What follows belongs to an exercise in optimizing a design on an open flow for small area; a production flow would make more cautious choices.
Where RTL was checked, it was by simulation tests only, not by an equivalence proof against the original.
Power is estimated from default activity; no workload was simulated. The flow treats the clock pin as an ideal source, which a real chip does not have.

## oak
// kbd_scan_react
module kbd_scan_react (
    input  wire        clk,
    input  wire        rst,
    input  wire        cmd_valid,
    input  wire [7:0]  cmd,
    output wire        cmd_ready,
    output wire [7:0]  row_n,
    input  wire [7:0]  col_n,
    input  wire [31:0] rnd_data,
    output wire        rnd_take,
    output wire [17:0] ev,
    output wire        led_valid,
    output wire [23:0] led_data,
    output wire        draw_valid,
    output wire [1:0]  draw_sprite,
    output wire [2:0]  fault
);
    localparam [3:0] S_IDLE = 4'd0,  S_INIT = 4'd1,  S_SCAN = 4'd2,  S_DB   = 4'd3,
                     S_EP   = 4'd4,  S_LKM  = 4'd5,  S_KS   = 4'd6,  S_LT   = 4'd7,
                     S_LU   = 4'd8,  S_L0   = 4'd9,  S_L1   = 4'd10, S_LF   = 4'd11,
                     S_LM   = 4'd12, S_DT   = 4'd13;
    reg [3:0]  st;
    reg        run;       
    reg        h;         
    reg        t;         
    reg [5:0]  p;         
    reg        q_hi;      
    reg [2:0]  q_lo;
    reg [1:0]  mode;
    reg        c_hi;      
    reg [2:0]  c_lo;
    reg        seeded;
    reg        scanned;   
    reg        fresh;     
    reg        ftype;     
    reg        lz;
    reg [1:0]  sprite;
    reg        dz;
    reg        dv;
    reg        ev_v, ev_k;
    reg [2:0]  ev_r, ev_c;
    reg [1:0]  flt;       
    reg [63:0]  r_b, r_c0, r_c1, r_c2, r_c3;
    reg [155:0] lr;
    reg [31:0]  dr;
    reg [7:0]   lc;
    wire halted  = |flt;
    wire p_last  = (p == 6'd63);
    wire p_half  = (p[4:0] == 5'd31);
    wire q_last  = q_hi && (q_lo == 3'd5);
    wire accept  = cmd_valid && (st == S_IDLE) && p_last;
    wire       hb = r_b[0];
    wire [3:0] hc = {r_c3[0], r_c2[0], r_c1[0], r_c0[0]};
    wire       evk = (hc == 4'd15);
    wire       sel_rot = (p[3] == h);
  ...
Size in the first run: ~1400 cells after synthesis.
Settings: LEC_CHECK=0, CAP_MARGIN=20, CORE_MARGIN=2, CORE_UTILIZATION=70, PLACE_DENSITY=0.85, SLEW_MARGIN=20; clock period 14.0 ns.
standard.sh (not shown) runs the stock make flow with config.mk's settings and CLKGATE_MAP_FILE= SYNTH_SCRIPT=/design/flow/synth_recipe.tcl, a recipe that flattens the netlist after the stock synthesis.
==> flow/flow/run.sh <==
#!/bin/bash
# Layout flow: the standard synthesis, then an area-oriented re-mapping of
# its combinational logic (flip-flops untouched, equivalence proven with Yosys;
# the standard netlist is used if anything fails), then the standard layout
# steps with these changes: port buffers use buf_1, and clock tree synthesis
# uses clkbuf_8 with smaller sink clusters and no dummy loads.
set -euo pipefail
HERE=$(pwd)
R=$HERE/orfs/results/$FLOW_PLATFORM/kbd_scan_react/base
LIB=$FLOW_HOME/platforms/$FLOW_PLATFORM/lib/sky130_fd_sc_hd__tt_025C_1v80.lib
YOSYS=$FLOW_HOME/../tools/install/yosys/bin/yosys
[ -x "$YOSYS" ] || YOSYS=yosys
export CTS_ARGS="-sink_clustering_enable -repair_clock_nets -dont_use_dummy_load -buf_list sky130_fd_sc_hd__clkbuf_16 -sink_clustering_size 50 -sink_clustering_max_diameter 60"
export BUFFER_PORTS_ARGS="-buffer_cell sky130_fd_sc_hd__buf_1"

bash standard.sh synth > standard_synth.log 2>&1
cp "$R/1_2_yosys.v" "$HERE/std_1_2_yosys.v"

DU=$(sed -n '/^export DONT_USE_CELLS/,/^#/p' "$FLOW_HOME/platforms/$FLOW_PLATFORM/config.mk" \
     | grep -o 'sky130_fd_sc_hd__[a-z0-9_]*' | sed 's/^/-dont_use /' | tr '\n' ' ')
sed -e "s#@LIB@#$LIB#g" -e "s#@IN@#$HERE/std_1_2_yosys.v#" -e "s#@OUT@#$HERE/resynth.v#" \
    -e "s#@ABC@#$HERE/flow/area.abc#" -e "s#@TOP@#$FLOW_TOP#g" -e "s#@DONTUSE@#$DU#" \
    -e "s#@STAT@#$HERE/resynth_stat.txt#" flow/resynth.ys > resynth.ys
sed -e "s#@LIB@#$LIB#g" -e "s#@GOLD@#$HERE/std_1_2_yosys.v#" -e "s#@GATE@#$HERE/resynth.v#" \
    -e "s#@TOP@#$FLOW_TOP#g" flow/equiv.ys > equiv.ys
sed -e "s#@LIB@#$LIB#g" -e "s#@GATE@#$HERE/resynth.v#" -e "s#@TOP@#$FLOW_TOP#g" flow/check.ys > check.ys
if "$YOSYS" -q -l resynth.log resynth.ys > /dev/null 2>&1 && \
   "$YOSYS" -q -l check.log check.ys > /dev/null 2>&1 && \
   "$YOSYS" -q -l equiv.log equiv.ys > /dev/null 2>&1; then
  cp "$HERE/resynth.v" "$R/1_2_yosys.v"
  rm -f "$R/1_synth.odb" "$R/1_synth.sdc"
  echo "using the re-mapped netlist" > netlist_choice.txt
else
  echo "re-mapping failed; using the standard netlist" > netlist_choice.txt
fi

bash standard.sh > standard.log 2>&1
==> flow/flow/area.abc <==
strash
dch -f
amap
strash
dch -f
amap
topo
Other scripts of this flow, unchanged in this note and not shown: flow/flow/check.ys, flow/flow/equiv.ys, flow/flow/resynth.ys
The following lists how pine was set up differently from oak:
Settings: a change of PLACE_DENSITY from 0.85 to 0.75; a change of CORE_UTILIZATION from 70 to 60.
diff --git a/flow/flow/run.sh b/flow/flow/run.sh
--- a/flow/flow/run.sh
+++ b/flow/flow/run.sh
@@ -12,3 +12,3 @@
 [ -x "$YOSYS" ] || YOSYS=yosys
-export CTS_ARGS="-sink_clustering_enable -repair_clock_nets -dont_use_dummy_load -buf_list sky130_fd_sc_hd__clkbuf_16 -sink_clustering_size 50 -sink_clustering_max_diameter 60"
+export CTS_ARGS="-sink_clustering_enable -repair_clock_nets -dont_use_dummy_load -buf_list sky130_fd_sc_hd__clkbuf_8 -sink_clustering_size 20 -sink_clustering_max_diameter 50"
 export BUFFER_PORTS_ARGS="-buffer_cell sky130_fd_sc_hd__buf_1"
==> flow/flow/area.abc <==
strash
&get -n
&deepsyn -J 1000 -T 900
&put
dch -f
amap
strash
dch -f
amap
topo
Notes after the runs:
In the metrics for oak and pine, the one carrying the higher total number of multi-input combinational cells is oak.
Total length of routed wires in pine is 20% lower than in oak
Relative to oak, the total CTS buffers measured on pine has increased by more than half.
Going from oak to pine, clock period minus final worst setup slack went down, post-route clock period utilization went down, inserted tap cell count went up.
## Diff of input files: birch against pine
diff --git a/flow/flow/run.sh b/flow/flow/run.sh
--- a/flow/flow/run.sh
+++ b/flow/flow/run.sh
@@ -12,3 +12,3 @@
 [ -x "$YOSYS" ] || YOSYS=yosys
-export CTS_ARGS="-sink_clustering_enable -repair_clock_nets -dont_use_dummy_load -buf_list sky130_fd_sc_hd__clkbuf_8 -sink_clustering_size 20 -sink_clustering_max_diameter 50"
+export CTS_ARGS="-sink_clustering_enable -repair_clock_nets -dont_use_dummy_load -buf_list sky130_fd_sc_hd__clkbuf_16 -sink_clustering_size 40 -sink_clustering_max_diameter 80"
 export BUFFER_PORTS_ARGS="-buffer_cell sky130_fd_sc_hd__buf_1"
==> flow/flow/area.abc <==
strash
dch -f
amap
strash
dch -f
amap
topo
Results
- birch completed every stage of the flow, and the final layout passed the timing, DRC and antenna checks.
- Per the comparison of birch with pine, clock skew went up by 0.049 ns, count of hold-fix buffers inserted at cts was more or less identical, worst hold slack was more or less identical, part of the power in combinational logic went up by 19 points, number of inverters outside the clock class in the layout went down by 9.
- Diff pine -> birch: peak per-stage delay on the critical path picked up an extra 0.12 ns, largest net degree at the start of global routing now sits higher, net count of the finished layout has increased, design area went up by 810 µm².
- birch vs. pine: clock-buffer cell count -about 50%; worst reg2reg path depth -8.
Changes in maple relative to birch:
diff --git a/flow/flow/run.sh b/flow/flow/run.sh
--- a/flow/flow/run.sh
+++ b/flow/flow/run.sh
@@ -12,3 +12,3 @@
 [ -x "$YOSYS" ] || YOSYS=yosys
-export CTS_ARGS="-sink_clustering_enable -repair_clock_nets -dont_use_dummy_load -buf_list sky130_fd_sc_hd__clkbuf_16 -sink_clustering_size 40 -sink_clustering_max_diameter 80"
+export CTS_ARGS="-sink_clustering_enable -repair_clock_nets -dont_use_dummy_load -buf_list sky130_fd_sc_hd__clkbuf_8 -sink_clustering_size 20 -sink_clustering_max_diameter 50"
 export BUFFER_PORTS_ARGS="-buffer_cell sky130_fd_sc_hd__buf_1"
Taking birch as the reference, in maple worst setup slack moved down; clock-buffer cell count moved up.
Part of the total power dissipated in combinational logic delta (birch -> maple): insignificant
Summary of maple over birch: power share of the clock group moved up, post-synthesis to final-layout area growth moved up, post-route clock period utilization moved up, worst endpoint data arrival time moved up.
Compared with birch, maple shows a higher final instance area.

kbd_scan_react, a different RTL version from the one above (not shown whole).
Size in the first run: about 1,400 cells after synthesis, ~110 I/O pins, ~0.017 mm² of cells after synthesis.
==> flow/config.mk <==
export PLATFORM = sky130hd
export DESIGN_NAME = kbd_scan_react
export DESIGN_NICKNAME = kbd_scan_react
export VERILOG_FILES = /design/flow/design.v
export SDC_FILE = /design/flow/constraint.sdc
export NUM_CORES = 8
export LEC_CHECK = 0
export CAP_MARGIN = 20
export CORE_MARGIN = 2
export CORE_UTILIZATION = 40
export PLACE_DENSITY = 0.6
export SLEW_MARGIN = 20
==> flow/constraint.sdc <==
create_clock -name core_clock -period 14.0 [get_ports {clk}]
set_input_delay 2.8000 -clock core_clock [delete_from_list [all_inputs] [get_ports {clk}]]
set_output_delay 2.8000 -clock core_clock [all_outputs]
set_load 0.01 [all_outputs]
==> flow/flow/run.sh <==
#!/bin/bash
# Layout flow: the standard synthesis, then an area-oriented re-mapping of
# its combinational logic (flip-flops untouched, equivalence proven with Yosys;
# the standard netlist is used if anything fails), then the standard layout
# steps with these changes: port buffers use buf_1, and clock tree synthesis
# uses clkbuf_8 with smaller sink clusters and no dummy loads.
set -euo pipefail
HERE=$(pwd)
R=$HERE/orfs/results/$FLOW_PLATFORM/kbd_scan_react/base
LIB=$FLOW_HOME/platforms/$FLOW_PLATFORM/lib/sky130_fd_sc_hd__tt_025C_1v80.lib
YOSYS=$FLOW_HOME/../tools/install/yosys/bin/yosys
[ -x "$YOSYS" ] || YOSYS=yosys
export CTS_ARGS="-sink_clustering_enable -repair_clock_nets -dont_use_dummy_load -buf_list sky130_fd_sc_hd__clkbuf_8 -sink_clustering_size 22 -sink_clustering_max_diameter 45"
export BUFFER_PORTS_ARGS="-buffer_cell sky130_fd_sc_hd__buf_1"

bash standard.sh synth > standard_synth.log 2>&1
cp "$R/1_2_yosys.v" "$HERE/std_1_2_yosys.v"

DU=$(sed -n '/^export DONT_USE_CELLS/,/^#/p' "$FLOW_HOME/platforms/$FLOW_PLATFORM/config.mk" \
     | grep -o 'sky130_fd_sc_hd__[a-z0-9_]*' | sed 's/^/-dont_use /' | tr '\n' ' ')
sed -e "s#@LIB@#$LIB#g" -e "s#@IN@#$HERE/std_1_2_yosys.v#" -e "s#@OUT@#$HERE/resynth.v#" \
    -e "s#@ABC@#$HERE/flow/area.abc#" -e "s#@TOP@#$FLOW_TOP#g" -e "s#@DONTUSE@#$DU#" \
    -e "s#@STAT@#$HERE/resynth_stat.txt#" flow/resynth.ys > resynth.ys
sed -e "s#@LIB@#$LIB#g" -e "s#@GOLD@#$HERE/std_1_2_yosys.v#" -e "s#@GATE@#$HERE/resynth.v#" \
    -e "s#@TOP@#$FLOW_TOP#g" flow/equiv.ys > equiv.ys
sed -e "s#@LIB@#$LIB#g" -e "s#@GATE@#$HERE/resynth.v#" -e "s#@TOP@#$FLOW_TOP#g" flow/check.ys > check.ys
if "$YOSYS" -q -l resynth.log resynth.ys > /dev/null 2>&1 && \
   "$YOSYS" -q -l check.log check.ys > /dev/null 2>&1 && \
   "$YOSYS" -q -l equiv.log equiv.ys > /dev/null 2>&1; then
  cp "$HERE/resynth.v" "$R/1_2_yosys.v"
  rm -f "$R/1_synth.odb" "$R/1_synth.sdc"
  echo "using the re-mapped netlist" > netlist_choice.txt
else
  echo "re-mapping failed; using the standard netlist" > netlist_choice.txt
fi

bash standard.sh > standard.log 2>&1
Other scripts of this flow, unchanged in this note and not shown: flow/flow/area.abc, flow/flow/check.ys, flow/flow/equiv.ys, flow/flow/resynth.ys
The starting point produced a clean layout.
Edit:
--- a/flow/flow/run.sh
+++ b/flow/flow/run.sh
@@ -12,3 +12,3 @@
 [ -x "$YOSYS" ] || YOSYS=yosys
-export CTS_ARGS="-sink_clustering_enable -repair_clock_nets -dont_use_dummy_load -buf_list sky130_fd_sc_hd__clkbuf_8 -sink_clustering_size 22 -sink_clustering_max_diameter 45"
+export CTS_ARGS="-sink_clustering_enable -repair_clock_nets -dont_use_dummy_load -buf_list sky130_fd_sc_hd__clkbuf_16 -sink_clustering_size 32 -sink_clustering_max_diameter 60"
 export BUFFER_PORTS_ARGS="-buffer_cell sky130_fd_sc_hd__buf_1"
Effect:
- total power climbs by a few percent
- final cell count drops slightly
- utilization climbs by 0.38 points
- worst setup slack improves by 0.074 ns
- die area does not change
- clock power climbs by roughly a tenth
Edit:
--- a/flow/flow/run.sh
+++ b/flow/flow/run.sh
@@ -12,3 +12,3 @@
 [ -x "$YOSYS" ] || YOSYS=yosys
-export CTS_ARGS="-sink_clustering_enable -repair_clock_nets -dont_use_dummy_load -buf_list sky130_fd_sc_hd__clkbuf_16 -sink_clustering_size 32 -sink_clustering_max_diameter 60"
+export CTS_ARGS="-sink_clustering_enable -repair_clock_nets -dont_use_dummy_load -buf_list {sky130_fd_sc_hd__clkbuf_8 sky130_fd_sc_hd__clkbuf_16} -sink_clustering_size 30 -sink_clustering_max_diameter 60"
 export BUFFER_PORTS_ARGS="-buffer_cell sky130_fd_sc_hd__buf_1"
Effect:
- The new run ran to the end with no violations
- routed wire length barely changes
- count of clock-buffer cells in the layout is unchanged
- design area does not change
- power is about the same
- die area stays the same
- critical path depth stays the same
- cell count stays the same
- worst setup slack degrades by 0.071 ns
- hold slack improves by 0.032 ns
- sequential power hardly moves
Edit:
--- a/flow/flow/run.sh
+++ b/flow/flow/run.sh
@@ -12,3 +12,3 @@
 [ -x "$YOSYS" ] || YOSYS=yosys
-export CTS_ARGS="-sink_clustering_enable -repair_clock_nets -dont_use_dummy_load -buf_list {sky130_fd_sc_hd__clkbuf_8 sky130_fd_sc_hd__clkbuf_16} -sink_clustering_size 30 -sink_clustering_max_diameter 60"
+export CTS_ARGS="-sink_clustering_enable -repair_clock_nets -dont_use_dummy_load -buf_list sky130_fd_sc_hd__clkbuf_4 -sink_clustering_size 12 -sink_clustering_max_diameter 30"
 export BUFFER_PORTS_ARGS="-buffer_cell sky130_fd_sc_hd__buf_1"
The changed run finished with timing, DRC and antenna clean; first-iteration DRC count grows by about 6.5%; sequential power barely changes; via count rose by 3.2%; final area fell by about 0.7%; setup slack got worse by 0.16 ns; synthesized area is unchanged; cell count increases by 2.7%; non-clock buffer count does not change; power went down by about 2.6%.
No functional check of the RTL was part of any run of this note.

kbd_scan_react, a different RTL version from the one above (not shown whole).
For scale: roughly 1500 cells after synthesis, roughly 620 flip-flops, ~110 I/O pins, about 18000 um^2 of cells after synthesis.
export LEC_CHECK = 0
export CAP_MARGIN = 20
export CORE_MARGIN = 2
export CORE_UTILIZATION = 40
export PLACE_DENSITY = 0.6
export SLEW_MARGIN = 20
create_clock -name core_clock -period 14.0 [get_ports {clk}]
==> flow/flow/run.sh <==
#!/bin/bash
set -euo pipefail
export CTS_ARGS="-sink_clustering_enable -repair_clock_nets -dont_use_dummy_load -buf_list sky130_fd_sc_hd__clkbuf_8 -sink_clustering_size 20 -sink_clustering_max_diameter 50"
export BUFFER_PORTS_ARGS="-buffer_cell sky130_fd_sc_hd__buf_1"
bash standard.sh > standard.log 2>&1
The first run finished with timing, DRC and antenna clean.
==> next run, changes <==
==> flow/run.sh (new file) <==
#!/bin/bash
# synth_recipe.tcl (not shown) runs the flow's synth.tcl, then flattens the netlist and writes it again
# the make line also repeats each setting of config.mk as NAME=value (left out here)
make -C /OpenROAD-flow-scripts/flow DESIGN_CONFIG=/design/flow/config.mk WORK_HOME=/design/flow/orfs CLKGATE_MAP_FILE= SYNTH_SCRIPT=/design/flow/synth_recipe.tcl finish
removed: flow/flow/run.sh
removed: flow/standard.sh
The changed run finished with timing, DRC and antenna clean.
Area after synthesis stays the same.
Core utilization increases by 4.2 points.
Global-route usage went up by 0.71 points.
Worst hold slack improved by 0.086 ns.
Critical path depth rises by 2.
Setup slack got worse by 0.38 ns.
Cell area increases by roughly a tenth.
Non-clock buffer count went up by 1.
==> next run, changes <==
==> flow/flow/run.sh (new file) <==
#!/bin/bash
set -euo pipefail
export CTS_ARGS="-sink_clustering_enable -repair_clock_nets -dont_use_dummy_load -buf_list sky130_fd_sc_hd__clkbuf_4"
export BUFFER_PORTS_ARGS="-buffer_cell sky130_fd_sc_hd__buf_1"
bash standard.sh > standard.log 2>&1
==> flow/standard.sh (new file) <==
#!/bin/bash
# synth_recipe.tcl (not shown) runs the flow's synth.tcl, then flattens the netlist and writes it again
# the make line also repeats each setting of config.mk as NAME=value (left out here)
make -C /OpenROAD-flow-scripts/flow DESIGN_CONFIG=/design/flow/config.mk WORK_HOME=/design/flow/orfs CLKGATE_MAP_FILE= SYNTH_SCRIPT=/design/flow/synth_recipe.tcl "${@:-finish}"
ABC_AREA = 1   (was unset)
removed: flow/run.sh
- clock skew rose by 0.075 ns
- final cell count rose by 15%
- hold slack is worse by 0.035 ns
- routed wire length rose by about 8%
- sequential power fell by about 5%
- die area rose by about 2.3%
- final area fell by about 4.4%
- total power fell by 27%
==> next run, changes <==
==> flow/flow/run.sh (replaced) <==
#!/bin/bash
set -euo pipefail
export CTS_ARGS="-sink_clustering_enable -repair_clock_nets -dont_use_dummy_load -buf_list {sky130_fd_sc_hd__clkbuf_2 sky130_fd_sc_hd__clkbuf_4 sky130_fd_sc_hd__clkbuf_8}"
export BUFFER_PORTS_ARGS="-buffer_cell sky130_fd_sc_hd__buf_1"
bash standard.sh > standard.log 2>&1
Effect: Routed wire length decreases by 1.3%. Die area stays the same. Non-clock buffer count does not change. Total power increases by 2.9%. Combinational power is about the same.
==> next run, changes <==
==> flow/flow/run.sh (replaced) <==
#!/bin/bash
set -euo pipefail
export CTS_ARGS="-sink_clustering_enable -repair_clock_nets -dont_use_dummy_load -buf_list sky130_fd_sc_hd__clkbuf_16 -sink_clustering_size 30 -sink_clustering_max_diameter 60"
export BUFFER_PORTS_ARGS="-buffer_cell sky130_fd_sc_hd__buf_1"
bash standard.sh > standard.log 2>&1
ABC_AREA = unset   (was 1)
Effect:
- The new run completed with no timing, DRC or antenna violations
- die area drops by 2.2%
- fmax came out lower by 7.0%
- total power climbs by 14%
==> next run, changes <==
==> flow/flow/run.sh (replaced) <==
#!/bin/bash
set -euo pipefail
export CTS_ARGS="-sink_clustering_enable -repair_clock_nets -dont_use_dummy_load -buf_list sky130_fd_sc_hd__clkbuf_16 -sink_clustering_size 40 -sink_clustering_max_diameter 80"
export BUFFER_PORTS_ARGS="-buffer_cell sky130_fd_sc_hd__buf_1"
bash standard.sh > standard.log 2>&1
Outcome:
- worst setup slack improved by 0.044 ns
- global-route usage drops by 0.20 points
- power came out lower by 4.7%
- core utilization came out lower by 0.66 points
- synthesized cell count stays the same
Function was not checked in any run of this note: the RTL went through the layout flow alone.

[afterwards: timing with drivers on the ports]
Ports are ideal in the flow. The routed layouts listed here were re-timed in OpenROAD.
Step 1 (the two cells are an assumption about what drives the block):
set clk [get_ports {clk}]
set_driving_cell -lib_cell sky130_fd_sc_hd__clkbuf_16 $clk
set_driving_cell -lib_cell sky130_fd_sc_hd__buf_2 [delete_from_list [all_inputs] $clk]
Step 2 also shifts input and output timing later by t, the mid clock arrival at the registers, as if the neighbouring blocks saw the same clock.
Slacks: ideal ports / drivers / drivers and shift; pairs: ideal ports / drivers.
run | t (ns) | slack for setup (ns) | hold slack, ns | latest minus earliest clock arrival (ns) | pins driven straight from the clock port
oak | 0.587 | 4.940 / 4.889 / 5.475 | 0.279 / 0.279 / 0.279 | 0.057 / 0.057 | 1
pine | 0.570 | 5.415 / 5.371 / 5.941 | 0.265 / 0.265 / 0.265 | 0.068 / 0.068 | 1
birch | 0.559 | 5.083 / 5.033 / 5.593 | 0.265 / 0.265 / 0.265 | 0.117 / 0.117 | 1
maple | 0.579 | 5.049 / 5.003 / 5.581 | 0.256 / 0.256 / 0.256 | 0.074 / 0.075 | 1
the first run of note 2 | 0.641 | 4.972 / 4.922 / 5.563 | 0.274 / 0.274 / 0.274 | 0.079 / 0.079 | 1
the second run of note 2 | 0.613 | 5.045 / 4.992 / 5.606 | 0.242 / 0.242 / 0.242 | 0.095 / 0.095 | 1
the third run of note 2 | 0.607 | 4.974 / 4.922 / 5.529 | 0.273 / 0.273 / 0.273 | 0.081 / 0.082 | 1
the fourth run of note 2 | 0.750 | 4.817 / 4.767 / 5.517 | 0.269 / 0.269 / 0.269 | 0.095 / 0.096 | 1
the first run of note 3 | 0.625 | 4.512 / 4.466 / 5.091 | 0.226 / 0.226 / 0.226 | 0.091 / 0.091 | 1
the second run of note 3 | 0.659 | 4.137 / 4.085 / 4.743 | 0.312 / 0.312 / 0.312 | 0.025 / 0.025 | 1
the third run of note 3 | 0.863 | 5.057 / 5.008 / 5.871 | 0.277 / 0.277 / 0.277 | 0.095 / 0.094 | 1
the fourth run of note 3 | 0.669 | 5.256 / 5.203 / 5.872 | 0.285 / 0.285 / 0.285 | 0.077 / 0.077 | 1
the fifth run of note 3 | 0.560 | 4.595 / 4.544 / 5.104 | 0.243 / 0.243 / 0.243 | 0.101 / 0.101 | 1
the sixth run of note 3 | 0.591 | 4.639 / 4.589 / 5.179 | 0.249 / 0.249 / 0.249 | 0.091 / 0.091 | 1
After both steps setup and hold are still met in every run listed.
